What follows belongs to an exercise in optimizing a design on an open flow for small area, a short achievable clock period and few clock cycles per item; a production flow would make more cautious choices. Where RTL was checked, it was by simulation tests only, not by an equivalence proof against the original. For runs 2 and 5 to 8, only the layout was checked, not whether the RTL still works. No activity file was given, so power comes from the tool's default toggle rates.

==> flow/design.v <==
module fds_decoder (
    input  wire        clk,
    input  wire        rst,           
    input  wire [7:0]  cfg_q_t0,      
    input  wire [7:0]  cfg_q_t1,      
    input  wire [7:0]  cfg_q_t2,      
    input  wire [7:0]  cfg_q_t3,      
    input  wire [15:0] cfg_min_gap,   
    input  wire        in_valid,
    output wire        in_ready,
    input  wire [7:0]  in_data,
    output reg         out_valid,
    input  wire        out_ready,
    output reg  [1:0]  out_kind,
    output wire [31:0] out_data,
    output wire [31:0] out_pos
);
    localparam [1:0] K_DATA     = 2'd0;
    localparam [1:0] K_BLOCK_OK = 2'd1;
    localparam [1:0] K_BAD_CRC  = 2'd2;
    localparam [1:0] K_MISMATCH = 2'd3;
    localparam [1:0] P_TYPE = 2'd0, P_DATA = 2'd1, P_CRCLO = 2'd2, P_CRCHI = 2'd3;
    localparam [15:0] CRC_START = 16'h8080;
    function [15:0] crc_bit;
        input [15:0] reg_in;
        input        b;
        reg   [16:0] r;
        begin
            r = {b, reg_in};
            if (r[0]) r = r ^ 17'h10810;
            crc_bit = r[16:1];
        end
    endfunction
    function lt8;
        input [7:0] a;
        input [7:0] b;
        integer i;
        reg r;
        begin
            r = 1'b0;
            for (i = 0; i < 8; i = i + 1)
                r = (!a[i] && b[i]) || (!(a[i] ^ b[i]) && r);
            lt8 = r;
        end
    endfunction
    wire lt0 = lt8(in_data, cfg_q_t0);
    wire lt1 = lt8(in_data, cfg_q_t1);
    wire lt2 = lt8(in_data, cfg_q_t2);
    wire lt3 = lt8(in_data, cfg_q_t3);
    wire [1:0] sym_in = {lt0 || (!lt1 && !lt2), lt0 || (!lt1 && (lt2 || !lt3))};
    reg       q_v0;           
    reg       q_nf;           
    reg [1:0] q_s0, q_s1;     
    assign in_ready = q_nf;
    reg  end_p;               
    wire push = in_valid && q_nf;
    wire can  = !end_p && (!out_valid || out_ready);
    wire pop  = q_v0 && can;
    wire [1:0] s = q_s0;
    always @(posedge clk) begin
        if (!q_v0 || (pop && q_nf)) q_s0 <= sym_in;
        else if (pop)               q_s0 <= q_s1;
        if (q_nf)                   q_s1 <= sym_in;
        if (rst) begin
            q_v0 <= 1'b0;
            q_nf <= 1'b1;
        end else begin
            q_v0 <= push || !q_nf || (q_v0 && !pop);
            q_nf <= !((!q_nf && !pop) || (q_v0 && push && !pop));
        end
    end
    reg        in_block;
    reg        prev;          
    reg [1:0]  phase;         
    reg [2:0]  bitcnt;        
    reg [15:0] cnt;           
    reg [7:0]  sr;            
    reg [7:0]  ob;            
    reg [15:0] crc;
    reg [2:0]  exp_type;      
    reg [15:0] size;
    reg [31:0] pos;           
    reg [31:0] e_pos;         
    reg r_end;                
    reg r_mis;
    wire mismatch = r_mis;
    wire two  = prev && (s[0] ^ s[1]);
    wire b0   = prev ? (s == 2'd0) : (s == 2'd1);
    wire b1   = s[1] && !s[0];
    wire npr  = two ? b1 : b0;
    wire cnt_z = (cnt == 16'd0);
    wire cnt_1 = (cnt == 16'd1);
    wire last_bit = (phase == P_CRCHI) && (bitcnt == 3'd7);
    wire take2 = two && !last_bit;
    wire done0 = (bitcnt == 3'd7);
    wire done1 = take2 && (bitcnt == 3'd6);
    wire bdone = done0 || done1;
    wire g0 = !phase[1];
    wire g1 = done0 ? ((phase == P_TYPE && !cnt_z) || (phase == P_DATA && !cnt_1)) : !phase[1];
    wire [15:0] crc1 = crc_bit(crc, b0 & g0);
    wire [15:0] crc2 = crc_bit(crc1, b1 & g1);
    wire [15:0] crc_n = take2 ? crc2 : crc1;
    wire [7:0]  sr_n = take2 ? {b1, b0, sr[7:2]} : {b0, sr[7:1]};
    wire [7:0]  byte_n = done1 ? {b1, b0, sr[7:2]} : {b0, sr[7:1]};
    wire        mis1 = ({b1, b0, sr[7:2]} != {5'd0, exp_type});
    wire        mis0 = ({b0, sr[7:1]} != {5'd0, exp_type});
    wire        mis_n = done1 ? mis1 : mis0;
    reg [15:0] blk_cnt;
    always @* begin
        case (exp_type[1:0])
            2'd1: blk_cnt = 16'd55;
            2'd2: blk_cnt = 16'd1;
            2'd3: blk_cnt = 16'd15;
            default: blk_cnt = size;
        endcase
    end
    wire [15:0] cnt_dec = cnt - 16'd1;
    always @(posedge clk) begin
        if (pop) begin
            if (!in_block) begin
                prev   <= 1'b1;
                phase  <= P_TYPE;
                bitcnt <= 3'd0;
                crc    <= CRC_START;
                e_pos  <= pos;
                if (s == 2'd1 && cnt_z) begin
                    in_block <= 1'b1;
                    cnt      <= blk_cnt;
                end else if (s == 2'd0) begin
                    if (!cnt_z) cnt <= cnt_dec;
                end else begin
                    cnt <= cfg_min_gap;
                end
            end else begin
                prev   <= npr;
                sr     <= sr_n;
                crc    <= crc_n;
                bitcnt <= bitcnt + {1'b0, take2, !take2};
                if (bdone) begin
                    if (phase != P_CRCHI) ob <= byte_n;
                    case (phase)
                        P_TYPE: phase <= cnt_z ? P_CRCLO : P_DATA;
                        P_DATA: begin
                            cnt <= cnt_dec;
                            if (cnt_1) phase <= P_CRCLO;
                            if (!mismatch && exp_type[1:0] == 2'd3 && cnt[15:2] == 14'd0 && cnt[1])
                                size <= {byte_n, size[15:8]};
                        end
                        P_CRCLO: phase <= P_CRCHI;
                        default: begin
                            in_block <= 1'b0;
                            cnt      <= cfg_min_gap;
                            if (!mismatch)
                                exp_type <= exp_type[2] ? 3'd3 : exp_type + 3'd1;
                        end
                    endcase
                end
            end
        end
        if (rst) begin
            in_block <= 1'b0;
            cnt      <= cfg_min_gap;
            exp_type <= 3'd1;
        end
    end
    always @(posedge clk) begin
        if (rst)
            pos <= 32'd0;
        else if (pop)
            pos <= pos + 32'd1;
    end
    wire rec_n = pop && in_block && bdone &&
                 (phase == P_TYPE || (phase == P_DATA && !mismatch) ||
                  (phase == P_CRCHI && !mismatch));
    wire end_n = rec_n && (phase == P_CRCHI);
    always @(posedge clk) begin
        if (rst) begin
            out_valid <= 1'b0;
            end_p     <= 1'b0;
        end else begin
            end_p <= end_n;
            if ((rec_n && !end_n) || end_p)
                out_valid <= 1'b1;
            else if (out_ready)
                out_valid <= 1'b0;
        end
        if (rec_n) begin
            r_end <= end_n;
            r_mis <= (phase == P_TYPE) && mis_n;
            out_kind <= (phase == P_TYPE && mis_n) ? K_MISMATCH : K_DATA;
        end
        if (end_p)
            out_kind <= ({sr, ob} == crc) ? K_BLOCK_OK : K_BAD_CRC;
    end
    assign out_data[7:0]   = r_end ? crc[7:0] : ob;
    assign out_data[15:8]  = ({8{r_end}} & crc[15:8]) | ({8{r_mis}} & {5'd0, exp_type});
    assign out_data[31:16] = {16{r_end}} & {sr, ob};
    assign out_pos = e_pos;
endmodule
==> flow/flow/run.sh <==
#!/bin/bash
set -euo pipefail
bash standard.sh \
  "BUFFER_PORTS_ARGS=-buffer_cell sky130_fd_sc_hd__buf_1" \
  "SETUP_SLACK_MARGIN=${FLOW_SETUP_MARGIN:-6.5}" \
  finish > standard_finish.log 2>&1
==> flow/standard.sh <==
#!/bin/bash
# synth_recipe.tcl (not shown) runs the flow's synth.tcl, then flattens the netlist and writes it again
# the make line also repeats each setting of config.mk as NAME=value (left out here)
make -C /OpenROAD-flow-scripts/flow DESIGN_CONFIG=/design/flow/config.mk WORK_HOME=/design/flow/orfs CLKGATE_MAP_FILE= SYNTH_SCRIPT=/design/flow/synth_recipe.tcl "${@:-finish}"
==> flow/config.mk <==
export PLATFORM = sky130hd
export DESIGN_NAME = fds_decoder
export DESIGN_NICKNAME = fds_decoder
export VERILOG_FILES = /design/flow/design.v
export SDC_FILE = /design/flow/constraint.sdc
export NUM_CORES = 4
export LEC_CHECK = 0
export CAP_MARGIN = 20
export CORE_MARGIN = 2
export CORE_UTILIZATION = 40
export CTS_BUF_LIST = sky130_fd_sc_hd__clkbuf_4 sky130_fd_sc_hd__clkbuf_8
export CTS_CLUSTER_DIAMETER = 60
export CTS_CLUSTER_SIZE = 30
export SLEW_MARGIN = 20
==> flow/constraint.sdc <==
create_clock -name core_clock -period 10.0 [get_ports {clk}]
set_input_delay 2.0000 -clock core_clock [delete_from_list [all_inputs] [get_ports {clk}]]
set_output_delay 2.0000 -clock core_clock [all_outputs]
set_load 0.01 [all_outputs]
==> results.cfg, run 1 <==
[floorplanning]
die_w_um = 146
io_pins = 128
die_h_um = 146
core_area_um2 = 19700
initial_core_util_pct = 41.0
rows = 51
die_area_um2 = 21300

[timing]
setup_viol = 0
tightest_slew_ps = 994
fin_tns_setup_ps = 0
skew_ps = 11.0
post-route-period-util_pct = 34.7
final_hold_viol_count = 0
slew_violations = 0
max_freq_ghz = 0.288
rsz0062_at_grt = yes
finalCriticalPeriod_ps = 3470
setup_slack_ps = 6530
slew_headroom_pct = 33.7

[logic_synthesis]
synth_edf_count = 110
syn_nets = 887
postSynthCellCount = 783
synth_top_area_share_pct = 40.9
ys_dominant_reg_cell = edfxtp_1
yosysWarnings = 1
postSynthAreaPerCell_um2 = 10.3
synth_seq_area_share_pct = 50.9
synth_largest_area_cell = edfxtp_1
ys_ff_latch = 150
yosys-top-cells-area = edfxtp_1, dfxtp_1, ha_1
yosysUniqueCellTypes = 61
async_flop_share_pct = 0
syn_area_um2 = 8070

[clock_network]
cts_buffers = 17
clk_pin_slew_ps = 80
insertion_delay_ps = 450
clock_tree.buffer_depth = 2
cts_root_buf = clkbuf_8
cts.sinks = 150
holdBufCountCts = 0
cts_tree = yes
cts_max_level = 4

[placed_design]
io_buffers = 127
dp_slack_ps = 6000
gp_congestion = 0.845
dp.cells = 1148
dp_hpwl_um = 14000
placedInstanceArea_um2 = 8890

[grt]
grt_max_degree = 50
antenna_found_initial = 0
overflow = 0
grt_pass1_vias = 6165
grt_usage_pct = 18.6
grt_first_pass_wirelength_um = 31900

[routing]
viasPerCell = 5.26
wirelength_um = 19400
wire_per_inst_um = 16.3
antenna_left = 0
first_pass_iters = 4
drc = 0
drtIter0Drc = 413
num_vias = 6243

[critical_path]
worstSetupEndpointType = output port
reg2regPathDepth = 7
critical_path.cell_chain = buf_12 -> mux2_2 -> buf_1
r2r_setup_slack_ps = 6790
slowest_stage = edfxtp_1
worstSetupStartpointType = register
worst_ep_required_time_ps = 8000
reg2reg_to = bitcnt[2]$_SDFFCE_PN0P_
crit_type = register to output port
cp.arrival_ps = 1470
slowest_delay_ps = 400
cp_top_family = flip-flops
crit_buf_inv = 2
timing.rr.start = phase[0]$_SDFFCE_PN0P_
cp.depth = 3
path_max_fanout = 15

[finish]
fillerInstances = 1905
nets = 1014
design_area_um2 = 9430
register_area_um2 = 4100
fin_util_pct = 48.0
syn_to_final_growth_pct = 16.9
antenna-diode-count = 0
drive_gt1_share_pct = 9.53
multiInputGateArea_um2 = 3830
stdcell_count = 1188

[power]
leakagePower_nw = 3.36
power_per_cell_area_nw_per_um2 = 148
ir_drop_uv = 62.7

[hold_path]
min_from = pos[26]$_SDFFE_PP0P_
hold_path_end = e_pos[26]$_DFFE_PP_
worstHoldPathType = register to register
whs_path_depth = 0

[run_status]
status = timing/DRC/antenna clean

[flow_run]
drv_cap = 0
[registers in the layout (all words and copies together), names as in the netlist]
| name | flops |
|---|---|
| bitcnt | 3 |
| cnt | 16 |
| crc | 16 |
| e_pos | 32 |
| end_p | 1 |
| exp_type | 3 |
| in_block | 1 |
| ob | 8 |
| out_kind | 2 |
| out_valid | 1 |
| phase | 2 |
| pos | 32 |
| prev | 1 |
| q_nf | 1 |
| q_s0 | 2 |
| q_s1 | 2 |
| q_v0 | 1 |
| r_end | 1 |
| r_mis | 1 |
| size | 16 |
| sr | 8 |
[where the power goes]
part	switching [mW]	internal, mW
combinational	0.125	0.0728
sequential	0.0172	0.691
clock	0.218	0.267
total	0.360	1.03
[worst register-to-register path: cells and delay by family (launching register included)]
kind                       cells  cell delay, ps
xor gates and xnor gates       1             170
AOI/OAI and AO/OA              1             220
buffers and inverters          2             980
and+or+nand+nor                1              50
adders and majority gates      2            1030
DFF                            1             510
[cells by family after synthesis]
logic type | share of synthesized area, %
AND/OR/NAND/NOR | 17.5
flip-flops | 50.9
AO/OA/AOI/OAI | 11.6
buffers and inverters | 3.18
XOR/XNOR | 7.06
adder cells (fa/ha/maj) | 6.92
multiplexers | 2.84
[what timing repair did]
item / 4_1_cts / 5_1_grt
resized for setup: 0 / 13
endpoints found under the setup margin: 34 / 37
buffers inserted: 4 / 4
endpoints found under the hold margin: 0 / 0
pin swaps: 0 / 7
[synthesized netlist by cell type (all sizes together), types with 6 or more instances]
| library cell | instances |
|---|---|
| a211oi | 12 |
| a21oi | 47 |
| a31oi | 9 |
| and2 | 28 |
| and3 | 6 |
| clkbuf | 25 |
| dfxtp | 40 |
| edfxtp | 110 |
| ha | 43 |
| inv | 36 |
| mux2 | 15 |
| mux2i | 6 |
| nand2 | 84 |
| nand3 | 20 |
| nand4 | 14 |
| nor2 | 88 |
| nor3 | 17 |
| nor4 | 7 |
| o211ai | 6 |
| o21ai | 22 |
| xnor2 | 22 |
| xor2 | 43 |
[routing by layer]
layer | GRT usage [%] | wire [um]
met2 | 29.3 | 9070
met3 | 3.92 | 1080
met4 | 7.23 | 500
met1 | 25.2 | 8750
met5 | 0 | 0
[cells in the final DEF, fill, tap and decap left out, types with 28 or more instances in the layout]
master	Yosys	layout
buf_1	3	125
dfxtp_1	40	40
inv_1	34	33
nor2_1	88	86
and2_1	28	28
edfxtp_1	110	110
a21oi_1	47	47
ha_1	43	41
xor2_1	43	43
nand2_1	84	82
[worst max path at each step]
stage / end / slack [ps] / from
global placement: q_s0[0]$_DFFE_PP_ / 6050 / in_data[5]
global route: out_data[6] / 6460 / r_end$_DFFE_PP_
floorplan: q_s0[0]$_DFFE_PP_ / 6310 / in_data[5]
detailed placement: q_s0[0]$_DFFE_PP_ / 6000 / in_data[5]
finish: out_data[2] / 6530 / r_end$_DFFE_PP_
CTS: cnt[12]$_DFFE_PP_ / 6500 / rst
[stage by stage]
stage                     hold WS [ps]  power (mW)
after detailed placement           417       0.916
after global routing               471        1.46
final                              434        1.39
after floorplan                    408       0.857
after global placement             413       0.913
after CTS                          438        1.40
[area by class of cell]
class	instances	area share, %
inverter	37	1.59
clock inverter	9	1.35
tap	265	3.52
clock buffer	23	3.03
sequential	150	43.5
timing repair buffer	138	6.36
multi-input combinational	566	40.6
Testbench counts, summed over its fixed seeds: cycles 728,934, items 728,725.
==> inputs of run 2 (changes only) <==
--- a/flow/design.v
+++ b/flow/design.v
@@ -52,3 +52,4 @@
     reg       q_nf;           
-    reg [1:0] q_s0, q_s1;     
+    reg [1:0] q_e0, q_e1;     
+    reg       q_wp, q_rp;     
     assign in_ready = q_nf;
@@ -58,7 +59,6 @@
     wire pop  = q_v0 && can;
-    wire [1:0] s = q_s0;
-    always @(posedge clk) begin
-        if (!q_v0 || (pop && q_nf)) q_s0 <= sym_in;
-        else if (pop)               q_s0 <= q_s1;
-        if (q_nf)                   q_s1 <= sym_in;
+    wire [1:0] s = q_rp ? q_e1 : q_e0;
+    always @(posedge clk) begin
+        if (push && !q_wp) q_e0 <= sym_in;
+        if (push &&  q_wp) q_e1 <= sym_in;
         if (rst) begin
@@ -66,2 +66,4 @@
             q_nf <= 1'b1;
+            q_wp <= 1'b0;
+            q_rp <= 1'b0;
         end else begin
@@ -69,2 +71,4 @@
             q_nf <= !((!q_nf && !pop) || (q_v0 && push && !pop));
+            if (push) q_wp <= !q_wp;
+            if (pop)  q_rp <= !q_rp;
         end
==> results.cfg, run 2 <==
[run_status]
status = timing/DRC/antenna clean

[clock_network]
cts.sinks = 152
cts_root_buf = clkbuf_8
cts_tree = yes
clock_tree.buffer_depth = 2
cts_max_level = 4
clk_pin_slew_ps = 90
cts_buffers = 17
insertion_delay_ps = 460

[logic_synthesis]
synth_most_common_cell = edfxtp_1
yosysUniqueCellTypes = 68
syn_nets = 924
synth_edf_count = 110
postSynthAreaPerCell_um2 = 10.2
yosys-top-cells-count = edfxtp_1, nand2_1, nor2_1
postSynthCellCount = 820
syn_area_um2 = 8390
yosys-top-cells-area = edfxtp_1, dfxtp_1, ha_1
synth_seq_area_share_pct = 49.4
ys_ff_latch = 152
synth_top_area_share_pct = 39.4
yosysWarnings = 1
synth_largest_area_cell = edfxtp_1
async_flop_share_pct = 0
ys_dominant_reg_cell = edfxtp_1

[critical_path]
path_max_fanout = 16
worstSetupStartpointType = register
crit_buf_inv = 2
worstSetupEndpointType = output port
timing.rr.start = cnt[2]$_DFFE_PP_
crit_type = register to output port
slowest_delay_ps = 400
cp_top_family = flip-flops
cp.arrival_ps = 1490
worstSetupStartpoint = r_end$_DFFE_PP_
critical_path.cell_chain = buf_12 -> mux2_2 -> buf_1
worst_ep_required_time_ps = 8000
slowest_stage = edfxtp_1

[routing]
viasPerCell = 5.28
drtIter0Drc = 463
num_vias = 6435
drc = 0
wire_per_inst_um = 16.6
wirelength_um = 20300
first_pass_iters = 6
antenna_left = 0

[floorplanning]
io_pins = 128
core_area_um2 = 20400
rows = 52
die_area_um2 = 22200
die_w_um = 149
initial_core_util_pct = 41.1
die_h_um = 149

[grt]
grt_usage_pct = 18.6
antenna_found_initial = 0
grt_pass1_vias = 6042
overflow = 0
grt_first_pass_wirelength_um = 32300
grt_max_degree = 61

[finish]
reg.largest.list = e_pos: 32 flops, pos: 32 flops
drive_gt1_share_pct = 8.85
nets = 1040
final_cell_mix = buf_1, edfxtp_1, nand2_1, nor2_1, ha_1
layout_commonest_cell = buf_1
syn_to_final_growth_pct = 14.9
antenna-diode-count = 0
design_area_um2 = 9640

[hold_path]
worstHoldPathType = register to register
min_from = pos[31]$_SDFFE_PP0P_

[placed_design]
io_buffers = 127
dp_slack_ps = 6080
gp_congestion = 0.840
dp_hpwl_um = 14400
placedInstanceArea_um2 = 9130

[timing]
setup_slack_ps = 6510
post-route-period-util_pct = 34.9
tightest_slew_ps = 932
skew_ps = 12.8
finalCriticalPeriod_ps = 3490
fin_tns_setup_ps = 0
whs_ps = 477
slew_headroom_pct = 37.7
final_hold_viol_count = 0
rsz0062_at_grt = yes
slew_violations = 0
max_freq_ghz = 0.287
setup_viol = 0

[power]
leakagePower_nw = 3.43
power_per_cell_area_nw_per_um2 = 147
total_power_mw = 1.42
ir_drop_uv = 65.4

[flow_run]
drv_cap = 0
run 2: changes by cell type after synthesis, moves of 7 or more:
cell	change
a21oi_1	-11
inv_1	+7
xor2_1	-7
a21boi_0	+7
xnor2_1	+9
nor2_1	-19
clkbuf_1	+8
o21ai_0	+13
run 2: repair_timing:
| item | CTS | global route |
|---|---|---|
| gates resized for setup | 0 | 4 |
| pin swaps | 0 | 1 |
| hold buffers | 0 | 0 |
| setup buffers | 2 | 1 |
| setup endpoints to repair | 32 | 53 |
run 2: worst paths after layout:
kind / end / slack (ps) / depth (start not counted)
worst max-delay path: out_data[1] / 6510 / 3
worst min register to register: e_pos[31]$_DFFE_PP_ / 480 / 0
worst max register to register: cnt[8]$_DFFE_PP_ / 6980 / 6
worst min-delay path: e_pos[31]$_DFFE_PP_ / 480 / 0
run 2: report_power, final:
part	internal [mW]	total [mW]	switching [mW]
Clock	0.277	0.521	0.244
Sequential	0.699	0.717	0.0185
Combinational	0.0668	0.179	0.112
Total	1.04	1.42	0.374
run 2: logic make-up after synthesis:
| logic type | share of synthesized area [%] |
|---|---|
| adder cells (fa/ha/maj) | 6.65 |
| buffers and inverters | 3.68 |
| XOR/XNOR | 6.99 |
| AO/OA/AOI/OAI | 12.2 |
| multiplexers | 2.68 |
| AND/OR/NAND/NOR | 18.4 |
| flip-flops | 49.4 |
run 2: layout make-up:
| type | count | area, um2 |
|---|---|---|
| Clock buffer | 18 | 241 |
| Tap cell | 270 | 338 |
| Inverter | 41 | 158 |
| Multi-Input combinational cell | 588 | 3990 |
| Fill cell | 1950 | 10800 |
| Timing Repair Buffer | 136 | 578 |
| Clock inverter | 14 | 198 |
| Sequential cell | 152 | 4140 |
run 2: per-stage QoR:
| step | util (%) | instances |
|---|---|---|
| final | 47.2 | 1219 |
| after global routing | 47.2 | 1219 |
| after CTS | 47.0 | 1218 |
| after detailed placement | 44.7 | 1184 |
| after global placement | 44.7 | 1184 |
| after floorplan | - | 820 |
run 2: routing by layer:
metal | routed length, um | GRT usage [%] | vias up
met4 | 195 | 4.71 | 0
met5 | 0 | 0 | -
met2 | 9560 | 29.7 | 188
li1 | - | - | 3180
met1 | 9480 | 26.1 | 3053
met3 | 1030 | 3.85 | 14
==> inputs of run 3 (changes only) <==
--- a/flow/design.v
+++ b/flow/design.v
@@ -52,4 +52,3 @@
     reg       q_nf;           
-    reg [1:0] q_e0, q_e1;     
-    reg       q_wp, q_rp;     
+    reg [1:0] q_s0, q_s1;     
     assign in_ready = q_nf;
@@ -59,6 +58,7 @@
     wire pop  = q_v0 && can;
-    wire [1:0] s = q_rp ? q_e1 : q_e0;
+    wire [1:0] s = q_s0;
     always @(posedge clk) begin
-        if (push && !q_wp) q_e0 <= sym_in;
-        if (push &&  q_wp) q_e1 <= sym_in;
+        if (!q_v0 || (pop && q_nf)) q_s0 <= sym_in;
+        else if (pop)               q_s0 <= q_s1;
+        if (q_nf)                   q_s1 <= sym_in;
         if (rst) begin
@@ -66,4 +66,2 @@
             q_nf <= 1'b1;
-            q_wp <= 1'b0;
-            q_rp <= 1'b0;
         end else begin
@@ -71,4 +69,2 @@
             q_nf <= !((!q_nf && !pop) || (q_v0 && push && !pop));
-            if (push) q_wp <= !q_wp;
-            if (pop)  q_rp <= !q_rp;
         end
--- a/flow/config.mk
+++ b/flow/config.mk
@@ -9,4 +9,4 @@
 export CORE_MARGIN = 2
-export CORE_UTILIZATION = 40
-export CTS_BUF_LIST = sky130_fd_sc_hd__clkbuf_4 sky130_fd_sc_hd__clkbuf_8
+export CORE_UTILIZATION = 60
+export CTS_BUF_LIST = sky130_fd_sc_hd__clkbuf_16
 export CTS_CLUSTER_DIAMETER = 60
==> results.cfg, run 3 <==
[run_status]
status = timing/DRC/antenna clean

[logic_synthesis]
postSynthAreaPerCell_um2 = 10.3
synth_top_family_by_area = simple AND/OR/NAND/NOR gates
synth_most_common_cell = edfxtp_1
yosys-top-cells-area = edfxtp_1, dfxtp_1, ha_1
synth_edf_count = 110
synth_simple_gate_area_share_pct = 17.5
ys_ff_latch = 150
postSynthCellCount = 783
syn_nets = 887
synth-xor-area-share_pct = 7.06
synth_compound_area_share_pct = 11.6
synthMuxAreaShare_pct = 2.84
yosysWarnings = 1
syn_area_um2 = 8070
synth_seq_area_share_pct = 50.9
async_flop_share_pct = 0
ys_dominant_reg_cell = edfxtp_1
synth_largest_area_cell = edfxtp_1
yosys-top-cells-count = edfxtp_1, nor2_1, nand2_1
synth_top_area_share_pct = 40.9
synthAdderAreaFrac_pct = 6.92
yosysUniqueCellTypes = 61

[critical_path]
crit_end = q_s0[0]$_DFFE_PP_
slowest_stage = a2111oi_4
crit_buf_inv = 2
worstSetupStartpointType = input pin
path_max_fanout = 4
slowest_delay_ps = 280
reg2reg_to = bitcnt[2]$_SDFFCE_PN0P_
timing.rr.start = phase[0]$_SDFFCE_PN0P_
cp.depth = 9
crit_type = input pin to register
worstSetupStartpoint = in_data[5]
worstSetupEndpointType = register
cp_top_family = compound AO/OA/AOI/OAI gates
worst_ep_required_time_ps = 10170
reg2regPathDepth = 9
critical_path.cell_chain = buf_2 -> clkinvlp_4 -> ha_4 -> a2111oi_4 -> nand2_1 -> o22a_1 -> a221oi_2 -> o21ai_1 -> mux2_2
cp.arrival_ps = 3650
r2r_setup_slack_ps = 6760

[placed_design]
dp_slack_ps = 5660
io_buffers = 127
placedInstanceArea_um2 = 8760
dp_hpwl_um = 13700
gp_congestion = 0.894

[timing]
slew_headroom_pct = 34.7
whs_ps = 459
fin_tns_setup_ps = 0
final_hold_viol_count = 0
max_freq_ghz = 0.288
setup_slack_ps = 6520
slew_violations = 0
setup_viol = 0
rsz0062_at_grt = yes
finalCriticalPeriod_ps = 3480
skew_ps = 10.5
tightest_slew_ps = 979
post-route-period-util_pct = 34.8

[clock_network]
cts_root_buf = clkbuf_16
cts_tree = yes
cts_buffers = 17
cts.sinks = 150
holdBufCountCts = 0
clk_pin_slew_ps = 70
clock_tree.buffer_depth = 2
insertion_delay_ps = 420
cts_max_level = 4

[floorplanning]
die_h_um = 120
rows = 42
initial_core_util_pct = 61.2
die_area_um2 = 14400
core_area_um2 = 13200
io_pins = 128
die_w_um = 120

[finish]
syn_to_final_growth_pct = 16.6
layout_commonest_cell = buf_1
reg.largest.list = e_pos: 32 flops, pos: 32 flops
drive_gt1_share_pct = 8.92
design_area_um2 = 9400
register_area_um2 = 4100
antenna-diode-count = 0
fillerInstances = 1027
final_cell_mix = buf_1, edfxtp_1, nor2_1, nand2_1, a21oi_1
multiInputGateArea_um2 = 3820
nets = 1010

[routing]
drtIter0Drc = 501
wl_met1_um = 8250
highest_layer = met4
wl_met3_um = 1300
wl_met2_um = 9450
wire_per_inst_um = 17.7
viasPerCell = 5.89
drc = 0
wirelength_um = 19400
antenna_left = 0
first_pass_iters = 5
num_vias = 6445

[grt]
grt_pass1_vias = 6461
antenna_found_initial = 0
overflow = 0
grt_first_pass_wirelength_um = 31700
grt_max_degree = 50
grt_usage_pct = 27.9

[power]
power_per_cell_area_nw_per_um2 = 160
total_power_mw = 1.50
ir_drop_uv = 109
leakagePower_nw = 3.40

[hold_path]
whs_path_depth = 0
worstHoldPathType = register to register

[flow_run]
drv_cap = 0
## run 3: worst min-delay path by stage
| stage | startpoint | end | slack [ps] |
|---|---|---|---|
| 2_1_floorplan | pos[26]$_SDFFE_PP0P_ | e_pos[26]$_DFFE_PP_ | 410 |
| 3_3_place_gp | pos[26]$_SDFFE_PP0P_ | e_pos[26]$_DFFE_PP_ | 430 |
| 5_1_grt | pos[26]$_SDFFE_PP0P_ | e_pos[26]$_DFFE_PP_ | 470 |
| 3_5_place_dp | pos[26]$_SDFFE_PP0P_ | e_pos[26]$_DFFE_PP_ | 450 |
| 4_1_cts | size[14]$_DFFE_PP_ | size[6]$_DFFE_PP_ | 460 |
| 6_report | pos[26]$_SDFFE_PP0P_ | e_pos[26]$_DFFE_PP_ | 460 |
## run 3: cells by family (layout without fill, tap and decap cells)
| family | Yosys count | count (layout) |
|---|---|---|
| XOR/XNOR | 65 | 65 |
| multiplexers | 21 | 21 |
| AND/OR/NAND/NOR | 293 | 293 |
| adder cells (fa/ha/maj) | 44 | 44 |
| buffers and inverters | 67 | 203 |
| flip-flops | 150 | 150 |
| AO/OA/AOI/OAI | 143 | 143 |
## run 3: where the power goes
group	total, mW	internal (mW)	switching, mW	leakage, nW
registers	0.710	0.692	0.0177	1.37
logic	0.194	0.0706	0.124	1.74
clock network	0.597	0.324	0.274	0.279
## run 3: final cells by class
type	instances	area share (%)
inverters	37	1.60
well taps	176	2.34
flip-flops and latches	150	43.7
clock buffers	17	4.52
multi-input cells	566	40.6
clock inverters	15	1.26
repair buffers	134	6.02
## run 3: what timing repair did
item | in CTS | in global routing
resized for setup | 3 | 6
setup buffers | 4 | 1
gates cloned | 0 | 0
pin swaps | 4 | 1
setup endpoints to repair | 65 | 26
## run 3: worst register-to-register path, stage by stage (launching register included)
cell and delay, ps:
edfxtp_1 500, ha_1 320, a41oi_1 220, buf_4 290, clkinv_1 690, ha_1 490
inv_1 70, fa_1 190, xor2_1 160, nor2_1 60
## run 3: metrics by stage
stage / util [%] / cells
floorplan: - / 783
global placement: 66.4 / 1058
detailed placement: 66.4 / 1058
CTS: 71.0 / 1094
global route: 71.3 / 1095
finish: 71.3 / 1095
## run 3: layer usage
metal	up-vias	track usage, %
met2	249	45.3
met1	3087	36.5
met4	0	10.5
met3	34	6.65
li1	3075	-
met5	-	0
Testbench counts of run 3, summed over its fixed seeds: cycles 728,934, items 728,725.
==> inputs of run 4 (changes only) <==
--- a/flow/config.mk
+++ b/flow/config.mk
@@ -10,5 +10,5 @@
 export CORE_UTILIZATION = 60
-export CTS_BUF_LIST = sky130_fd_sc_hd__clkbuf_16
-export CTS_CLUSTER_DIAMETER = 60
-export CTS_CLUSTER_SIZE = 30
+export CTS_BUF_LIST = sky130_fd_sc_hd__clkbuf_8
+export CTS_CLUSTER_DIAMETER = 150
+export CTS_CLUSTER_SIZE = 50
 export SLEW_MARGIN = 20
==> results.cfg, run 4 <==
[run_status]
status = timing/DRC/antenna clean

[critical_path]
cp.arrival_ps = 1500
r2r_setup_slack_ps = 6750
worstSetupStartpoint = r_end$_DFFE_PP_
worstSetupStartpointType = register
critical_path.cell_chain = buf_12 -> mux2_2 -> buf_1
reg2regPathDepth = 8
slowest_delay_ps = 400
reg2reg_to = bitcnt[1]$_SDFFCE_PN0P_
worst_ep_required_time_ps = 8000
worstSetupEndpointType = output port
crit_type = register to output port
timing.rr.start = phase[0]$_SDFFCE_PN0P_
cp_top_family = flip-flops
slowest_stage = edfxtp_1
path_max_fanout = 13
crit_buf_inv = 2

[placed_design]
io_buffers = 127
placedInstanceArea_um2 = 8760
dp_slack_ps = 5660
dp_hpwl_um = 13700
gp_congestion = 0.894

[finish]
final_cell_mix = buf_1, edfxtp_1, nor2_1, nand2_1, a21oi_1
drive_gt1_share_pct = 9.22
nets = 1013
antenna-diode-count = 0
design_area_um2 = 9230
reg.largest.list = e_pos: 32 flops, pos: 32 flops
syn_to_final_growth_pct = 14.4
layout_commonest_cell = buf_1
fin_util_pct = 70.0

[clock_network]
insertion_delay_ps = 470
cts_root_buf = clkbuf_8
clock_tree.buffer_depth = 2
cts_max_level = 4
cts_buffers = 17
clk_pin_slew_ps = 90
holdBufCountCts = 0
cts.sinks = 150
cts_tree = yes

[floorplanning]
die_area_um2 = 14400
io_pins = 128
die_w_um = 120
rows = 42
initial_core_util_pct = 61.2
die_h_um = 120
core_area_um2 = 13200

[timing]
slew_violations = 0
finalCriticalPeriod_ps = 3500
setup_slack_ps = 6500
final_hold_viol_count = 0
skew_ps = 12.5
fin_tns_setup_ps = 0
setup_viol = 0
max_freq_ghz = 0.286
slew_headroom_pct = 33.6
post-route-period-util_pct = 35.0
tightest_slew_ps = 996
rsz0062_at_grt = yes

[logic_synthesis]
synth_largest_area_cell = edfxtp_1
synth_top_area_share_pct = 40.9
ys_ff_latch = 150
yosys-top-cells-count = edfxtp_1, nor2_1, nand2_1
yosysUniqueCellTypes = 61
async_flop_share_pct = 0
synth_edf_count = 110
syn_area_um2 = 8070
synth_seq_area_share_pct = 50.9
yosysWarnings = 1
yosys-top-cells-area = edfxtp_1, dfxtp_1, ha_1
syn_nets = 887
postSynthAreaPerCell_um2 = 10.3
ys_dominant_reg_cell = edfxtp_1
synth_most_common_cell = edfxtp_1
postSynthCellCount = 783

[grt]
overflow = 0
grt_max_degree = 50
grt_first_pass_wirelength_um = 31500
grt_usage_pct = 27.9
antenna_found_initial = 0
grt_pass1_vias = 6424

[hold_path]
hold_path_end = size[6]$_DFFE_PP_
whs_path_depth = 0
min_from = size[14]$_DFFE_PP_
worstHoldPathType = register to register

[power]
power_per_cell_area_nw_per_um2 = 145
ir_drop_uv = 98.2
leakagePower_nw = 3.32

[routing]
num_vias = 6469
wire_per_inst_um = 17.6
wirelength_um = 19400
first_pass_iters = 6
viasPerCell = 5.89
antenna_left = 0
drtIter0Drc = 583
drc = 0

[flow_run]
drv_cap = 0
run 4: metal layers:
metal | part of all wire (%) | GRT usage, %
met2 | 49 | 45.5
met1 | 42 | 36.4
met4 | 2.1 | 10.1
met5 | 0 | 0
met3 | 6.9 | 6.70
run 4: power by group:
part	switching [mW]	total [mW]	internal, mW
clock	0.255	0.432	0.178
sequential	0.0173	0.708	0.691
combinational	0.124	0.196	0.0716
run 4: stage by stage:
| step | hold WS (ps) | instances | power (mW) |
|---|---|---|---|
| global placement | 427 | 1058 | 0.904 |
| global route | 476 | 1098 | 1.39 |
| CTS | 467 | 1094 | 1.34 |
| floorplan | 408 | 783 | 0.857 |
| finish | 467 | 1098 | 1.34 |
| detailed placement | 446 | 1058 | 0.913 |
run 4: final cells by class:
| cell class | instances | area, um2 |
|---|---|---|
| Multi-Input combinational cell | 566 | 3820 |
| Sequential cell | 150 | 4100 |
| Clock buffer | 17 | 234 |
| Clock inverter | 15 | 119 |
| Tap cell | 176 | 220 |
| Timing Repair Buffer | 137 | 586 |
| Fill cell | 1066 | 3960 |
| Inverter | 37 | 150 |
run 4: timing repair:
item	4_1_cts	5_1_grt
resized for setup	1	9
pin swaps	2	3
setup endpoints to repair	45	53
gates cloned	0	0
buffers inserted	4	4
run 4: how the worst max path moves through the flow:
stage	slack (ps)	endpoint	cells past startpoint
floorplan	6310	q_s0[0]$_DFFE_PP_	8
global placement	5730	cnt[12]$_DFFE_PP_	7
detailed placement	5660	cnt[13]$_DFFE_PP_	7
CTS	6500	out_data[29]	4
global route	6460	out_data[29]	4
finish	6500	out_data[7]	3
run 4: kinds of logic (layout without fill, tap and decap cells):
| family | after synthesis | after routing | share of synthesized area [%] |
|---|---|---|---|
| compound gates | 143 | 143 | 11.6 |
| xor+xnor | 65 | 65 | 7.06 |
| fa+ha+maj | 44 | 44 | 6.92 |
| buf+inv | 67 | 206 | 3.18 |
| flops | 150 | 150 | 50.9 |
| mux | 21 | 21 | 2.84 |
| simple gates | 293 | 293 | 17.5 |
==> inputs of run 5 (changes only) <==
--- a/flow/design.v
+++ b/flow/design.v
@@ -77,3 +77,3 @@
     reg [7:0]  sr;            
-    reg [7:0]  ob;            
+    reg [7:0]  ob;
     reg [15:0] crc;
@@ -136,6 +136,7 @@
                 sr     <= sr_n;
-                crc    <= crc_n;
+                crc[15:8] <= crc_n[15:8];
+                crc[7:0]  <= (bdone && phase == P_CRCHI) ? ob : crc_n[7:0];
                 bitcnt <= bitcnt + {1'b0, take2, !take2};
                 if (bdone) begin
-                    if (phase != P_CRCHI) ob <= byte_n;
+                    ob <= (phase == P_CRCHI) ? crc_n[7:0] : byte_n;
                     case (phase)
@@ -192,7 +193,7 @@
         if (end_p)
-            out_kind <= ({sr, ob} == crc) ? K_BLOCK_OK : K_BAD_CRC;
-    end
-    assign out_data[7:0]   = r_end ? crc[7:0] : ob;
+            out_kind <= ({sr, crc[7:0]} == {crc[15:8], ob}) ? K_BLOCK_OK : K_BAD_CRC;
+    end
+    assign out_data[7:0]   = ob;
     assign out_data[15:8]  = ({8{r_end}} & crc[15:8]) | ({8{r_mis}} & {5'd0, exp_type});
-    assign out_data[31:16] = {16{r_end}} & {sr, ob};
+    assign out_data[31:16] = {16{r_end}} & {sr, crc[7:0]};
     assign out_pos = e_pos;
--- a/flow/config.mk
+++ b/flow/config.mk
@@ -10,5 +10,5 @@
 export CORE_UTILIZATION = 60
-export CTS_BUF_LIST = sky130_fd_sc_hd__clkbuf_8
-export CTS_CLUSTER_DIAMETER = 150
-export CTS_CLUSTER_SIZE = 50
+export CTS_BUF_LIST = sky130_fd_sc_hd__clkbuf_4 sky130_fd_sc_hd__clkbuf_8
+export CTS_CLUSTER_DIAMETER = 60
+export CTS_CLUSTER_SIZE = 30
 export SLEW_MARGIN = 20
==> results.cfg, run 5 <==
[floorplanning]
die_w_um = 121
initial_core_util_pct = 61.7
io_pins = 128
die_h_um = 121
die_area_um2 = 14600
core_area_um2 = 13300
rows = 42

[clock_network]
cts.sinks = 150
cts_buffers = 17
holdBufCountCts = 0
clock_tree.buffer_depth = 2
insertion_delay_ps = 470
cts_tree = yes
clk_pin_slew_ps = 90
cts_max_level = 4
cts_root_buf = clkbuf_8

[routing]
first_pass_iters = 6
drc = 0
viasPerCell = 5.87
num_vias = 6595
drtIter0Drc = 683
wire_per_inst_um = 17.5
wirelength_um = 19600
antenna_left = 0

[logic_synthesis]
synth_simple_gate_area_share_pct = 17.6
yosys-top-cells-count = edfxtp_1, nor2_1, nand2_1
synth_largest_area_cell = edfxtp_1
synth_most_common_cell = edfxtp_1
syn_nets = 912
async_flop_share_pct = 0
synth_seq_area_share_pct = 50.0
ys_ff_latch = 150
syn_area_um2 = 8200
postSynthCellCount = 808
synth_edf_count = 110
yosysUniqueCellTypes = 62
postSynthAreaPerCell_um2 = 10.2
synth_compound_area_share_pct = 12.6
synthAdderAreaFrac_pct = 6.80
synth_top_area_share_pct = 40.3
synth-xor-area-share_pct = 6.41
yosys-top-cells-area = edfxtp_1, dfxtp_1, ha_1
ys_dominant_reg_cell = edfxtp_1
yosysWarnings = 1
synth_top_family_by_area = simple AND/OR/NAND/NOR gates
synthMuxAreaShare_pct = 2.94

[finish]
fillerInstances = 1035
syn_to_final_growth_pct = 14.9
nets = 1038
fin_util_pct = 70.9
antenna-diode-count = 0
reg.largest.list = e_pos: 32 flops, pos: 32 flops
layout_commonest_cell = buf_1
drive_gt1_share_pct = 9.19
final_cell_mix = buf_1, edfxtp_1, nor2_1, nand2_1, a21oi_1

[critical_path]
worstSetupEndpointType = register
reg2reg_to = bitcnt[2]$_SDFFCE_PN0P_
r2r_setup_slack_ps = 6820
worstSetupStartpointType = input pin
worstSetupStartpoint = in_data[5]
critical_path.cell_chain = buf_6 -> clkinvlp_4 -> ha_4 -> a2111oi_4 -> nand2_1 -> o22a_1 -> a221oi_2 -> o21ai_1 -> mux2_4
timing.rr.start = phase[0]$_SDFFCE_PN0P_
cp.arrival_ps = 3710
reg2regPathDepth = 9
slowest_stage = a2111oi_4
cp_top_family = compound AO/OA/AOI/OAI gates
crit_buf_inv = 2
path_max_fanout = 3
slowest_delay_ps = 340
cp.depth = 9
crit_type = input pin to register
crit_end = q_s0[0]$_DFFE_PP_
worst_ep_required_time_ps = 10230

[run_status]
status = timing/DRC/antenna clean

[power]
leakagePower_nw = 3.39
switching_share_pct = 28.9
combPwrFrac_pct = 15.4
switching_power_mw = 0.397
power_frac_seq_pct = 51.6
clkPwrFrac_pct = 33.0
ir_drop_uv = 87.7
power_per_cell_area_nw_per_um2 = 146
internal-power_mw = 0.978

[hold_path]
worstHoldPathType = register to register
whs_path_depth = 0

[timing]
finalCriticalPeriod_ps = 3480
max_freq_ghz = 0.287
skew_ps = 17.1
setup_slack_ps = 6520
rsz0062_at_grt = yes
whs_ps = 473
final_hold_viol_count = 0
tightest_slew_ps = 997
post-route-period-util_pct = 34.8
setup_viol = 0
slew_violations = 0
slew_headroom_pct = 33.5
fin_tns_setup_ps = 0

[grt]
grt_max_degree = 56
overflow = 0
grt_pass1_vias = 6217
antenna_found_initial = 0
grt_usage_pct = 27.4
grt_first_pass_wirelength_um = 31000

[placed_design]
dp_slack_ps = 5530
dp_hpwl_um = 13700
gp_congestion = 0.843
io_buffers = 127

[flow_run]
drv_cap = 0
## run 5: changes by cell type in the layout (fill, tap and decap cells not counted), sizes merged, moves of 7 or more
cell,change
mux2i,+8
xor2,-7
nand2,-9
o21ai,+9
## run 5: worst min path at each step
stage	startpoint	to	slack (ps)
3_3_place_gp	size[15]$_DFFE_PP_	size[7]$_DFFE_PP_	440
3_5_place_dp	size[15]$_DFFE_PP_	size[7]$_DFFE_PP_	440
2_1_floorplan	pos[31]$_SDFFE_PP0P_	e_pos[31]$_DFFE_PP_	420
6_report	size[15]$_DFFE_PP_	size[7]$_DFFE_PP_	470
5_1_grt	size[15]$_DFFE_PP_	size[7]$_DFFE_PP_	480
4_1_cts	size[15]$_DFFE_PP_	size[7]$_DFFE_PP_	470
## run 5: logic make-up after synthesis
logic type               after synthesis
XOR/XNOR                              60
flip-flops                           150
adder cells (fa/ha/maj)               44
multiplexers                          23
AO/OA/AOI/OAI                        161
buffers and inverters                 78
AND/OR/NAND/NOR                      292
## run 5: metrics by stage
| stage | area, um2 | instances | total power [mW] |
|---|---|---|---|
| after CTS | 9330 | 1116 | 1.38 |
| after global placement | 8870 | 1081 | 0.918 |
| after detailed placement | 8880 | 1081 | 0.927 |
| after global routing | 9430 | 1123 | 1.43 |
| after floorplan | 8260 | 808 | 0.868 |
| final | 9430 | 1123 | 1.38 |
## run 5: repair_timing
action                                  CTS  global route
setup buffers                             2             7
gates resized for setup                  11            11
gates cloned                              1             0
pin swaps                                 2             6
endpoints found under the setup margin   59            30
hold endpoints to repair                  0             0
## run 5: final cells by class
| class | count | area [um2] | share of cell area (%) |
|---|---|---|---|
| flip-flops and latches | 150 | 4100 | 43.5 |
| multi-input cells | 581 | 3930 | 41.7 |
| repair buffers | 143 | 634 | 6.73 |
| clock buffers | 18 | 241 | 2.56 |
| well taps | 176 | 220 | 2.34 |
| inverters | 41 | 160 | 1.70 |
| clock inverters | 14 | 135 | 1.43 |
## run 5: per-layer routing
| metal | global-route usage, % | wire, um | vias up |
|---|---|---|---|
| li1 | - | - | 3166 |
| met1 | 37.3 | 8600 | 3134 |
| met2 | 42.9 | 9250 | 257 |
| met3 | 5.59 | 1320 | 38 |
| met4 | 11.2 | 451 | 0 |
| met5 | 0 | 0 | - |
## run 5: power groups by stage
| stage | Clock [mW] | Combinational [mW] | Sequential (mW) |
|---|---|---|---|
| floorplan | 0 | 0.147 | 0.721 |
| global placement | 0 | 0.195 | 0.723 |
| detailed placement | 0 | 0.203 | 0.724 |
| CTS | 0.461 | 0.206 | 0.710 |
| global route | 0.484 | 0.237 | 0.713 |
| finish | 0.453 | 0.212 | 0.710 |
==> inputs of run 6 (changes only) <==
--- a/flow/design.v
+++ b/flow/design.v
@@ -83,3 +83,3 @@
     reg [31:0] e_pos;         
-    reg r_end;                
+    reg r_end;
     reg r_mis;
@@ -188,3 +188,2 @@
         if (rec_n) begin
-            r_end <= end_n;
             r_mis <= (phase == P_TYPE) && mis_n;
@@ -192,2 +191,3 @@
         end
+        r_end <= end_p || (r_end && out_valid && !out_ready);
         if (end_p)
==> results.cfg, run 6 <==
[routing]
wirelength_um = 20000
num_vias = 6570
antenna_left = 0
first_pass_iters = 5
viasPerCell = 5.85
drc = 0
drtIter0Drc = 543
wire_per_inst_um = 17.8

[critical_path]
worstSetupStartpointType = input pin
reg2regPathDepth = 9
cp.arrival_ps = 3810
crit_type = input pin to register
worst_ep_required_time_ps = 10340
reg2reg_to = bitcnt[2]$_SDFFCE_PN0P_
r2r_setup_slack_ps = 6900
crit_end = pos[20]$_SDFFE_PP0P_
worstSetupStartpoint = out_ready
timing.rr.start = phase[0]$_SDFFCE_PN0P_
path_max_fanout = 7
worstSetupEndpointType = register

[logic_synthesis]
async_flop_share_pct = 0
yosys-top-cells-count = edfxtp_1, nand2_1, nor2_1
synth_most_common_cell = edfxtp_1
synth_top_area_share_pct = 39.1
yosysWarnings = 1
synth_edf_count = 109
postSynthCellCount = 815
yosysUniqueCellTypes = 73
syn_nets = 919
synth_largest_area_cell = edfxtp_1
syn_area_um2 = 8380
ys_ff_latch = 150
ys_dominant_reg_cell = edfxtp_1
postSynthAreaPerCell_um2 = 10.3
yosys-top-cells-area = edfxtp_1, dfxtp_1, ha_1
synth_seq_area_share_pct = 48.9

[power]
switching_share_pct = 29.6
ir_drop_uv = 88.4
internal-power_mw = 0.981
power_frac_seq_pct = 51.0
switching_power_mw = 0.413
combPwrFrac_pct = 15.4
power_per_cell_area_nw_per_um2 = 146
leakagePower_nw = 3.69
clkPwrFrac_pct = 33.6

[grt]
grt_max_degree = 65
grt_usage_pct = 27.5
grt_first_pass_wirelength_um = 31500
overflow = 0
antenna_found_initial = 0
grt_pass1_vias = 6315

[finish]
fin_util_pct = 69.4
drive_gt1_share_pct = 9.53
syn_to_final_growth_pct = 14.1
reg.largest.list = e_pos: 32 flops, pos: 32 flops
layout_commonest_cell = buf_1
nets = 1035
antenna-diode-count = 0
multiInputGateArea_um2 = 4070
register_area_um2 = 4100
fillerInstances = 1130
final_cell_mix = buf_1, edfxtp_1, nand2_1, nor2_1, xor2_1

[clock_network]
cts_max_level = 4
holdBufCountCts = 0
insertion_delay_ps = 470
cts.sinks = 150
clock_tree.buffer_depth = 2
cts_tree = yes
cts_buffers = 17
cts_root_buf = clkbuf_8
clk_pin_slew_ps = 90

[run_status]
status = timing/DRC/antenna clean

[timing]
final_hold_viol_count = 0
slew_violations = 0
rsz0062_at_grt = yes
max_freq_ghz = 0.288
skew_ps = 16.5
fin_tns_setup_ps = 0
whs_ps = 465
setup_slack_ps = 6530
post-route-period-util_pct = 34.7
finalCriticalPeriod_ps = 3470
slew_headroom_pct = 43.2
tightest_slew_ps = 852
setup_viol = 0

[flow_run]
drv_cap = 0

[floorplanning]
die_h_um = 122
die_area_um2 = 14900
io_pins = 128
core_area_um2 = 13800
die_w_um = 122
rows = 43
initial_core_util_pct = 60.8

[placed_design]
gp_congestion = 0.841
dp_slack_ps = 5830
io_buffers = 127
dp_hpwl_um = 14000

[hold_path]
worstHoldPathType = register to register
==> run 6: cells by family after synthesis <==
family	synth area share (%)
XOR/XNOR	7.01
AO/OA/AOI/OAI	12.3
adder cells (fa/ha/maj)	6.66
AND/OR/NAND/NOR	17.8
flip-flops	48.9
multiplexers	3.14
buffers and inverters	4.20
==> run 6: worst min-delay path by stage <==
stage,start,endpoint,slack [ps],depth (start not counted)
floorplan,size[15]$_DFFE_PP_,size[7]$_DFFE_PP_,430,0
finish,pos[31]$_SDFFE_PP0P_,e_pos[31]$_DFFE_PP_,460,0
global placement,pos[31]$_SDFFE_PP0P_,e_pos[31]$_DFFE_PP_,440,0
CTS,pos[31]$_SDFFE_PP0P_,e_pos[31]$_DFFE_PP_,470,0
global route,pos[31]$_SDFFE_PP0P_,e_pos[31]$_DFFE_PP_,480,0
detailed placement,pos[31]$_SDFFE_PP0P_,e_pos[31]$_DFFE_PP_,440,0
==> run 6: cell type report <==
cell class | instances | area share (%)
sequential | 150 | 42.9
tap | 180 | 2.36
timing repair buffer | 140 | 6.30
clock inverter | 15 | 1.69
multi-input combinational | 579 | 42.5
clock buffer | 17 | 2.45
inverter | 43 | 1.77
==> run 6: through the flow <==
step	power [mW]	cells	area, um2
after global routing	1.45	1124	9550
after detailed placement	0.934	1086	9070
final	1.39	1124	9550
after global placement	0.923	1086	9070
after CTS	1.40	1123	9530
after floorplan	0.872	815	8520
==> run 6: what timing repair did <==
| action | 4_1_cts | 5_1_grt |
|---|---|---|
| endpoints found under the hold margin | 0 | 0 |
| pin swaps | 2 | 3 |
| setup endpoints to repair | 45 | 28 |
| gates resized for setup | 2 | 6 |
| buffers inserted | 5 | 1 |
==> run 6: power groups by stage <==
stage               logic [mW]  clock network [mW]  registers (mW)
floorplan                0.150                   0           0.722
global placement         0.200                   0           0.723
detailed placement       0.210                   0           0.725
CTS                      0.212               0.474           0.710
global route             0.240               0.496           0.713
finish                   0.215               0.468           0.710
==> run 6: metal layers <==
metal	GRT usage, %	up-vias	wire, um
li1	-	3166	-
met1	36.5	3164	8810
met2	45.1	213	9740
met3	6.04	27	1140
met4	8.69	0	269
met5	0	-	0
==> run 6: critical path, stage by stage <==
cell     delay (ps)
buf_1           150
nor2b_4          70
or4b_4          530
or4_4           560
buf_4           190
nor3_4          120
xnor2_1         130
nor2_1           50
==> inputs of run 7 (changes only) <==
--- a/flow/design.v
+++ b/flow/design.v
@@ -45,10 +45,7 @@
     endfunction
-    wire lt0 = lt8(in_data, cfg_q_t0);
-    wire lt1 = lt8(in_data, cfg_q_t1);
-    wire lt2 = lt8(in_data, cfg_q_t2);
-    wire lt3 = lt8(in_data, cfg_q_t3);
-    wire [1:0] sym_in = {lt0 || (!lt1 && !lt2), lt0 || (!lt1 && (lt2 || !lt3))};
+    wire [3:0] lt_in = {lt8(in_data, cfg_q_t3), lt8(in_data, cfg_q_t2),
+                        lt8(in_data, cfg_q_t1), lt8(in_data, cfg_q_t0)};
     reg       q_v0;           
     reg       q_nf;           
-    reg [1:0] q_s0, q_s1;     
+    reg [3:0] q_s0, q_s1;     
     assign in_ready = q_nf;
@@ -58,7 +55,8 @@
     wire pop  = q_v0 && can;
-    wire [1:0] s = q_s0;
+    wire [3:0] lt = q_s0;
+    wire [1:0] s = {lt[0] || (!lt[1] && !lt[2]), lt[0] || (!lt[1] && (lt[2] || !lt[3]))};
     always @(posedge clk) begin
-        if (!q_v0 || (pop && q_nf)) q_s0 <= sym_in;
+        if (!q_v0 || (pop && q_nf)) q_s0 <= lt_in;
         else if (pop)               q_s0 <= q_s1;
-        if (q_nf)                   q_s1 <= sym_in;
+        if (q_nf)                   q_s1 <= lt_in;
         if (rst) begin
==> results.cfg, run 7 <==
[run_status]
status = timing/DRC/antenna clean

[logic_synthesis]
async_flop_share_pct = 0
ys_ff_latch = 154
synth_seq_area_share_pct = 49.1
yosysUniqueCellTypes = 72
yosysWarnings = 1
postSynthAreaPerCell_um2 = 10.3
yosys-top-cells-count = edfxtp_1, nand2_1, nor2_1
syn_nets = 937
ys_dominant_reg_cell = edfxtp_1
synthMuxAreaShare_pct = 3.21
synth_most_common_cell = edfxtp_1
synth_top_area_share_pct = 39.5
synth_top_family_by_area = simple AND/OR/NAND/NOR gates
postSynthCellCount = 833
synth-xor-area-share_pct = 5.20
syn_area_um2 = 8590
synth_edf_count = 113
synth_simple_gate_area_share_pct = 19.3
synthAdderAreaFrac_pct = 6.50
yosys-top-cells-area = edfxtp_1, dfxtp_1, ha_1
synth_largest_area_cell = edfxtp_1
synth_compound_area_share_pct = 13.1

[power]
leakagePower_nw = 3.54
switching_power_mw = 0.424
power_per_cell_area_nw_per_um2 = 148
power_frac_seq_pct = 51.4
internal-power_mw = 1.01
clkPwrFrac_pct = 33.7
switching_share_pct = 29.6
combPwrFrac_pct = 14.9
ir_drop_uv = 99.0

[clock_network]
clk_pin_slew_ps = 90
insertion_delay_ps = 470
clock_tree.buffer_depth = 2
holdBufCountCts = 0
cts.sinks = 154
cts_root_buf = clkbuf_8
cts_tree = yes
cts_max_level = 4
cts_buffers = 17

[grt]
grt_first_pass_wirelength_um = 33300
overflow = 0
antenna_found_initial = 0
grt_max_degree = 57
grt_usage_pct = 28.4
grt_pass1_vias = 6601

[critical_path]
cp_top_family = simple AND/OR/NAND/NOR gates
slowest_delay_ps = 960
path_max_fanout = 56
worstSetupEndpointType = register
crit_buf_inv = 1
cp.arrival_ps = 3720
slowest_stage = nor3b_1
worstSetupStartpointType = input pin
crit_type = input pin to register
worst_ep_required_time_ps = 10240
critical_path.cell_chain = clkbuf_4 -> nor3b_1 -> o21ai_0 -> o211a_1

[routing]
antenna_left = 0
first_pass_iters = 6
viasPerCell = 6.12
drc = 0
wirelength_um = 20900
drtIter0Drc = 670
num_vias = 7015
wire_per_inst_um = 18.3

[timing]
skew_ps = 10.1
final_hold_viol_count = 0
max_freq_ghz = 0.287
finalCriticalPeriod_ps = 3480
setup_viol = 0
post-route-period-util_pct = 34.8
setup_slack_ps = 6520
whs_ps = 464
fin_tns_setup_ps = 0
rsz0062_at_grt = yes
slew_headroom_pct = 29.7
tightest_slew_ps = 1050
slew_violations = 0

[floorplanning]
die_w_um = 124
initial_core_util_pct = 61.6
die_area_um2 = 15300
core_area_um2 = 13900
rows = 43
die_h_um = 124
io_pins = 128

[placed_design]
dp_slack_ps = 5610
io_buffers = 127
dp_hpwl_um = 14900
gp_congestion = 0.961

[finish]
final_cell_mix = buf_1, edfxtp_1, nand2_1, nor2_1, ha_1
drive_gt1_share_pct = 8.49
syn_to_final_growth_pct = 12.7
layout_commonest_cell = buf_1
nets = 1057
antenna-diode-count = 0
reg.largest.list = e_pos: 32 flops, pos: 32 flops

[hold_path]
worstHoldPathType = register to register

[flow_run]
drv_cap = 0
==> run 7: changes by cell type after synthesis, sizes merged, moves of 6 or more <==
cell / previous run / this run
nand3: 24 / 34
o21ai: 27 / 42
nor2: 77 / 67
a211oi: 4 / 10
xnor2: 19 / 35
xor2: 48 / 16
clkbuf: 34 / 27
nand4: 8 / 14
nor4: 8 / 15
o22ai: 7 / 0
a21o: 7 / 1
nor2b: 6 / 13
==> run 7: path summary, 6_finish.rpt <==
path | start | to | slack [ps] | depth (start not counted)
setup / recovery | rst | cnt[5]$_DFFE_PP_ | 6520 | 4
hold / removal | size[15]$_DFFE_PP_ | size[7]$_DFFE_PP_ | 460 | 0
hold reg to reg | size[15]$_DFFE_PP_ | size[7]$_DFFE_PP_ | 460 | 0
setup reg to reg | phase[1]$_SDFFCE_PN0P_ | bitcnt[2]$_SDFFCE_PN0P_ | 6800 | 9
==> run 7: area by class of cell <==
class / count / area [um2]
clock buffer: 18 / 248
timing repair inverter: 1 / 7.51
fill: 1078 / 4260
sequential: 154 / 4220
tap: 180 / 225
timing repair buffer: 134 / 546
clock inverter: 14 / 154
inverter: 45 / 173
multi-input combinational: 600 / 4110
==> run 7: worst reg2reg max path: cells and delay by family (launching register included) <==
| kind | cells | cell delay, ps |
|---|---|---|
| buffers and inverters | 3 | 650 |
| AOI/OAI and AO/OA | 1 | 210 |
| DFF | 1 | 530 |
| and+or+nand+nor | 1 | 150 |
| adders and majority gates | 3 | 1290 |
| xor gates and xnor gates | 1 | 130 |
==> run 7: per-layer routing <==
metal / global-route usage, % / vias up / part of all wire, %
met5: 0 / - / 0
met1: 38.9 / 3341 / 43
met4: 10.1 / 0 / 2.2
li1: - / 3300 / -
met3: 5.72 / 47 / 7.3
met2: 45.0 / 327 / 48
==> run 7: stage by stage <==
stage                     cell area (um2)  power, mW  std cells  util [%]
after global routing                 9680       1.49       1146      69.5
after floorplan                      8610      0.893        833         -
after detailed placement             9200      0.955       1109      66.0
after global placement               9200      0.943       1109      66.0
final                                9680       1.43       1146      69.5
after CTS                            9610       1.43       1142      69.0
==> run 7: what timing repair did <==
| action | in CTS | in global routing |
|---|---|---|
| buffers inserted | 0 | 4 |
| endpoints found under the setup margin | 38 | 73 |
| cloned | 1 | 0 |
| gates resized for setup | 3 | 5 |
| pin swaps | 0 | 1 |
==> run 7: power by group through the flow <==
stage	Combinational [mW]	Sequential, mW	Clock [mW]
finish	0.213	0.734	0.482
floorplan	0.147	0.746	0
detailed placement	0.206	0.749	0
CTS	0.209	0.734	0.486
global route	0.238	0.737	0.513
global placement	0.196	0.747	0
==> run 7: logic make-up (layout without fill, tap and decap cells) <==
kind of cell             count (synthesis)  in the layout
multiplexers                            26             26
buffers and inverters                   79            212
flip-flops                             154            154
AO/OA/AOI/OAI                          167            167
AND/OR/NAND/NOR                        312            312
adder cells (fa/ha/maj)                 44             44
XOR/XNOR                                51             51
==> inputs of run 8 (changes only) <==
--- a/flow/design.v
+++ b/flow/design.v
@@ -49,3 +49,4 @@
     reg       q_nf;           
-    reg [3:0] q_s0, q_s1;     
+    reg [3:0] q_e0, q_e1;     
+    reg       q_wp, q_rp;     
     assign in_ready = q_nf;
@@ -55,8 +56,7 @@
     wire pop  = q_v0 && can;
-    wire [3:0] lt = q_s0;
+    wire [3:0] lt = q_rp ? q_e1 : q_e0;
     wire [1:0] s = {lt[0] || (!lt[1] && !lt[2]), lt[0] || (!lt[1] && (lt[2] || !lt[3]))};
     always @(posedge clk) begin
-        if (!q_v0 || (pop && q_nf)) q_s0 <= lt_in;
-        else if (pop)               q_s0 <= q_s1;
-        if (q_nf)                   q_s1 <= lt_in;
+        if (push && !q_wp) q_e0 <= lt_in;
+        if (push &&  q_wp) q_e1 <= lt_in;
         if (rst) begin
@@ -64,2 +64,4 @@
             q_nf <= 1'b1;
+            q_wp <= 1'b0;
+            q_rp <= 1'b0;
         end else begin
@@ -67,2 +69,4 @@
             q_nf <= !((!q_nf && !pop) || (q_v0 && push && !pop));
+            if (push) q_wp <= !q_wp;
+            if (pop)  q_rp <= !q_rp;
         end
@@ -81,3 +85,3 @@
     reg [31:0] e_pos;         
-    reg r_end;
+    reg r_end;                
     reg r_mis;
@@ -136,3 +140,4 @@
                 crc[7:0]  <= (bdone && phase == P_CRCHI) ? ob : crc_n[7:0];
-                bitcnt <= bitcnt + {1'b0, take2, !take2};
+                bitcnt <= {bitcnt[2] ^ (bitcnt[1] && (take2 || bitcnt[0])),
+                           bitcnt[1] ^ (take2 || bitcnt[0]), bitcnt[0] ^ !take2};
                 if (bdone) begin
@@ -186,2 +191,3 @@
         if (rec_n) begin
+            r_end <= end_n;
             r_mis <= (phase == P_TYPE) && mis_n;
@@ -189,3 +195,2 @@
         end
-        r_end <= end_p || (r_end && out_valid && !out_ready);
         if (end_p)
==> results.cfg, run 8 <==
[run_status]
status = timing/DRC/antenna clean

[finish]
layout_commonest_cell = buf_1
syn_to_final_growth_pct = 14.1
fin_util_pct = 70.4
final_cell_mix = buf_1, edfxtp_1, nor2_1, nand2_1, xor2_1
design_area_um2 = 9820
nets = 1059
reg.largest.list = e_pos: 32 flops, pos: 32 flops
antenna-diode-count = 0
drive_gt1_share_pct = 8.87
fillerInstances = 1067

[grt]
grt_pass1_vias = 6600
globalRouteMet2Util_pct = 46.6
grt_first_pass_wirelength_um = 33500
grt_usage_pct = 28.7
overflow = 0
antenna_found_initial = 0
grtUsageMet1_pct = 38.7
busiest_layer = met2
grt_max_degree = 53
met3_usage_pct = 6.04

[placed_design]
dp_hpwl_um = 15200
placedInstanceArea_um2 = 9260
dp_slack_ps = 5700
io_buffers = 127
gp_congestion = 0.898

[power]
clkPwrFrac_pct = 36.0
leakagePower_nw = 3.58
ir_drop_uv = 86.8
internal-power_mw = 1.06
power_frac_seq_pct = 49.8
combPwrFrac_pct = 14.3
total_power_mw = 1.49
power_per_cell_area_nw_per_um2 = 151
switching_power_mw = 0.426
switching_share_pct = 28.7

[timing]
skew_ps = 14.4
fin_tns_setup_ps = 0
post-route-period-util_pct = 34.7
finalCriticalPeriod_ps = 3470
slew_violations = 0
final_hold_viol_count = 0
setup_viol = 0
rsz0062_at_grt = yes
max_freq_ghz = 0.288
tightest_slew_ps = 900
slew_headroom_pct = 39.8
setup_slack_ps = 6530

[logic_synthesis]
yosys-top-cells-count = edfxtp_1, nor2_1, nand2_1
yosysUniqueCellTypes = 69
yosys-top-cells-area = edfxtp_1, dfxtp_1, ha_1
synth_top_area_share_pct = 39.8
ys_ff_latch = 156
postSynthAreaPerCell_um2 = 10.3
syn_area_um2 = 8600
async_flop_share_pct = 0
ys_dominant_reg_cell = edfxtp_1
syn_nets = 937
synth_seq_area_share_pct = 49.6
synth_edf_count = 114
yosysWarnings = 1
synth_most_common_cell = edfxtp_1
synth_largest_area_cell = edfxtp_1
postSynthCellCount = 835

[routing]
viasPerCell = 6.19
wire_per_inst_um = 18.7
num_vias = 7113
wirelength_um = 21500
drtIter0Drc = 692
drc = 0
antenna_left = 0
first_pass_iters = 5

[floorplanning]
initial_core_util_pct = 61.7
die_h_um = 124
die_w_um = 124
die_area_um2 = 15300
io_pins = 128
core_area_um2 = 13900
rows = 43

[flow_run]
drv_cap = 0

[clock_network]
cts_tree = yes
insertion_delay_ps = 470
cts_buffers = 17
cts_max_level = 4
clk_pin_slew_ps = 90
cts_root_buf = clkbuf_8
clock_tree.buffer_depth = 2
cts.sinks = 156

[critical_path]
worst_ep_required_time_ps = 8000
cp.arrival_ps = 1470
worstSetupEndpointType = output port
worstSetupStartpointType = register
crit_type = register to output port
path_max_fanout = 12

[hold_path]
worstHoldPathType = register to register
run 8: cell types whose count changed in the layout (fill, tap and decap cells not counted), sizes merged, moves of 6 or more:
| cell | previous run | this run |
|---|---|---|
| o211a | 8 | 0 |
| and2 | 25 | 31 |
| xnor2 | 35 | 15 |
| xor2 | 16 | 46 |
| a21boi | 6 | 0 |
| o21ai | 42 | 29 |
| nor2 | 67 | 87 |
| nand2 | 84 | 74 |
| nand3 | 34 | 22 |
| inv | 52 | 43 |
run 8: through the flow:
stage / std cells / hold WS [ps]
after floorplan: 835 / 417
after global placement: 1110 / 444
after detailed placement: 1110 / 458
after CTS: 1148 / 482
after global routing: 1150 / 493
final: 1150 / 480
run 8: routing by layer:
| metal | part of all wire [%] | routed length, um |
|---|---|---|
| met4 | 1.8 | 391 |
| met3 | 8.0 | 1720 |
| met1 | 41 | 8940 |
| met5 | 0 | 0 |
| met2 | 49 | 10500 |
run 8: area by class of cell:
cell class              count  area (um2)  share of cell area [%]
clock buffers              17         234                    2.38
clock inverters            15         218                    2.22
inverters                  35         134                    1.36
multi-input cells         608        4160                    42.3
flip-flops and latches    156        4260                    43.4
well taps                 180         225                    2.29
repair buffers            139         584                    5.95
run 8: worst max-delay path, cell delays in order, from the launching register on:
cell and delay, ps:
edfxtp_1 440, buf_12 180, a22o_1 250, buf_1 130
run 8: worst paths after layout:
check | start | end | slack (ps) | cells past startpoint
worst min-delay path | size[8]$_DFFE_PP_ | size[0]$_DFFE_PP_ | 480 | 0
worst max-delay path | r_end$_DFFE_PP_ | out_data[10] | 6530 | 3
worst min register to register | size[8]$_DFFE_PP_ | size[0]$_DFFE_PP_ | 480 | 0
worst max register to register | cnt[0]$_DFFE_PP_ | cnt[3]$_DFFE_PP_ | 6670 | 7
run 8: repair_timing:
action                     in CTS  in global routing
buffers inserted                5                  2
hold buffers                    0                  0
setup endpoints to repair     102                 50
pin swaps                       0                  2
gates resized for setup         4                  4
gates cloned                    1                  0
run 8: logic make-up (layout without fill, tap and decap cells):
group	Yosys count	in the layout	share of synthesized area, %
multiplexers	26	26	3.17
adder cells (fa/ha/maj)	42	42	6.11
AO/OA/AOI/OAI	155	156	12.4
flip-flops	156	156	49.6
buffers and inverters	72	206	3.24
XOR/XNOR	61	61	6.21
AND/OR/NAND/NOR	323	323	19.2
run 8: power by group through the flow:
stage / Combinational, mW / Clock [mW] / Sequential, mW
finish: 0.212 / 0.535 / 0.740
CTS: 0.209 / 0.538 / 0.739
global route: 0.236 / 0.566 / 0.743
floorplan: 0.148 / 0 / 0.751
detailed placement: 0.202 / 0 / 0.754
global placement: 0.196 / 0 / 0.753

static timing again, ports no longer ideal:
In the flow no input, the clock included, has a driving cell. The finished layouts below were timed again as built, in two steps.
Step 1 assumes that a clkbuf_16 drives the clock port and a buf_2 every other input.
Step 2, shift: input delay + t, output delay - t, t = (earliest + latest rising clock arrival at the registers) / 2. This alone moves slack from input paths to output paths.
a / b / c = no drivers / after step 1 / after step 2; a / b = the first two.
run | t, ns | slack for setup (ns) | worst hold slack (ns) | clock arrival spread, ns
run 1 | 0.481 | 6.527 / 6.487 / 6.082 | 0.434 / 0.434 / 0.434 | 0.011 / 0.011
run 2 | 0.485 | 6.513 / 6.476 / 6.166 | 0.477 / 0.477 / 0.477 | 0.014 / 0.014
run 3 | 0.460 | 6.523 / 6.507 / 6.083 | 0.459 / 0.459 / 0.459 | 0.011 / 0.010
run 4 | 0.504 | 6.499 / 6.461 / 6.060 | 0.467 / 0.467 / 0.467 | 0.013 / 0.013
run 5 | 0.499 | 6.519 / 6.489 / 6.020 | 0.473 / 0.473 / 0.473 | 0.017 / 0.018
run 6 | 0.502 | 6.527 / 6.540 / 6.037 | 0.465 / 0.465 / 0.465 | 0.017 / 0.017
run 7 | 0.508 | 6.517 / 6.514 / 6.030 | 0.464 / 0.464 / 0.464 | 0.011 / 0.011
run 8 | 0.496 | 6.531 / 6.499 / 6.246 | 0.480 / 0.480 / 0.480 | 0.014 / 0.014
After both steps setup and hold are still met in every run listed. The setup slack of run 5, which loses most, moves by -0.030 ns with the drivers and by -0.499 ns with both steps.
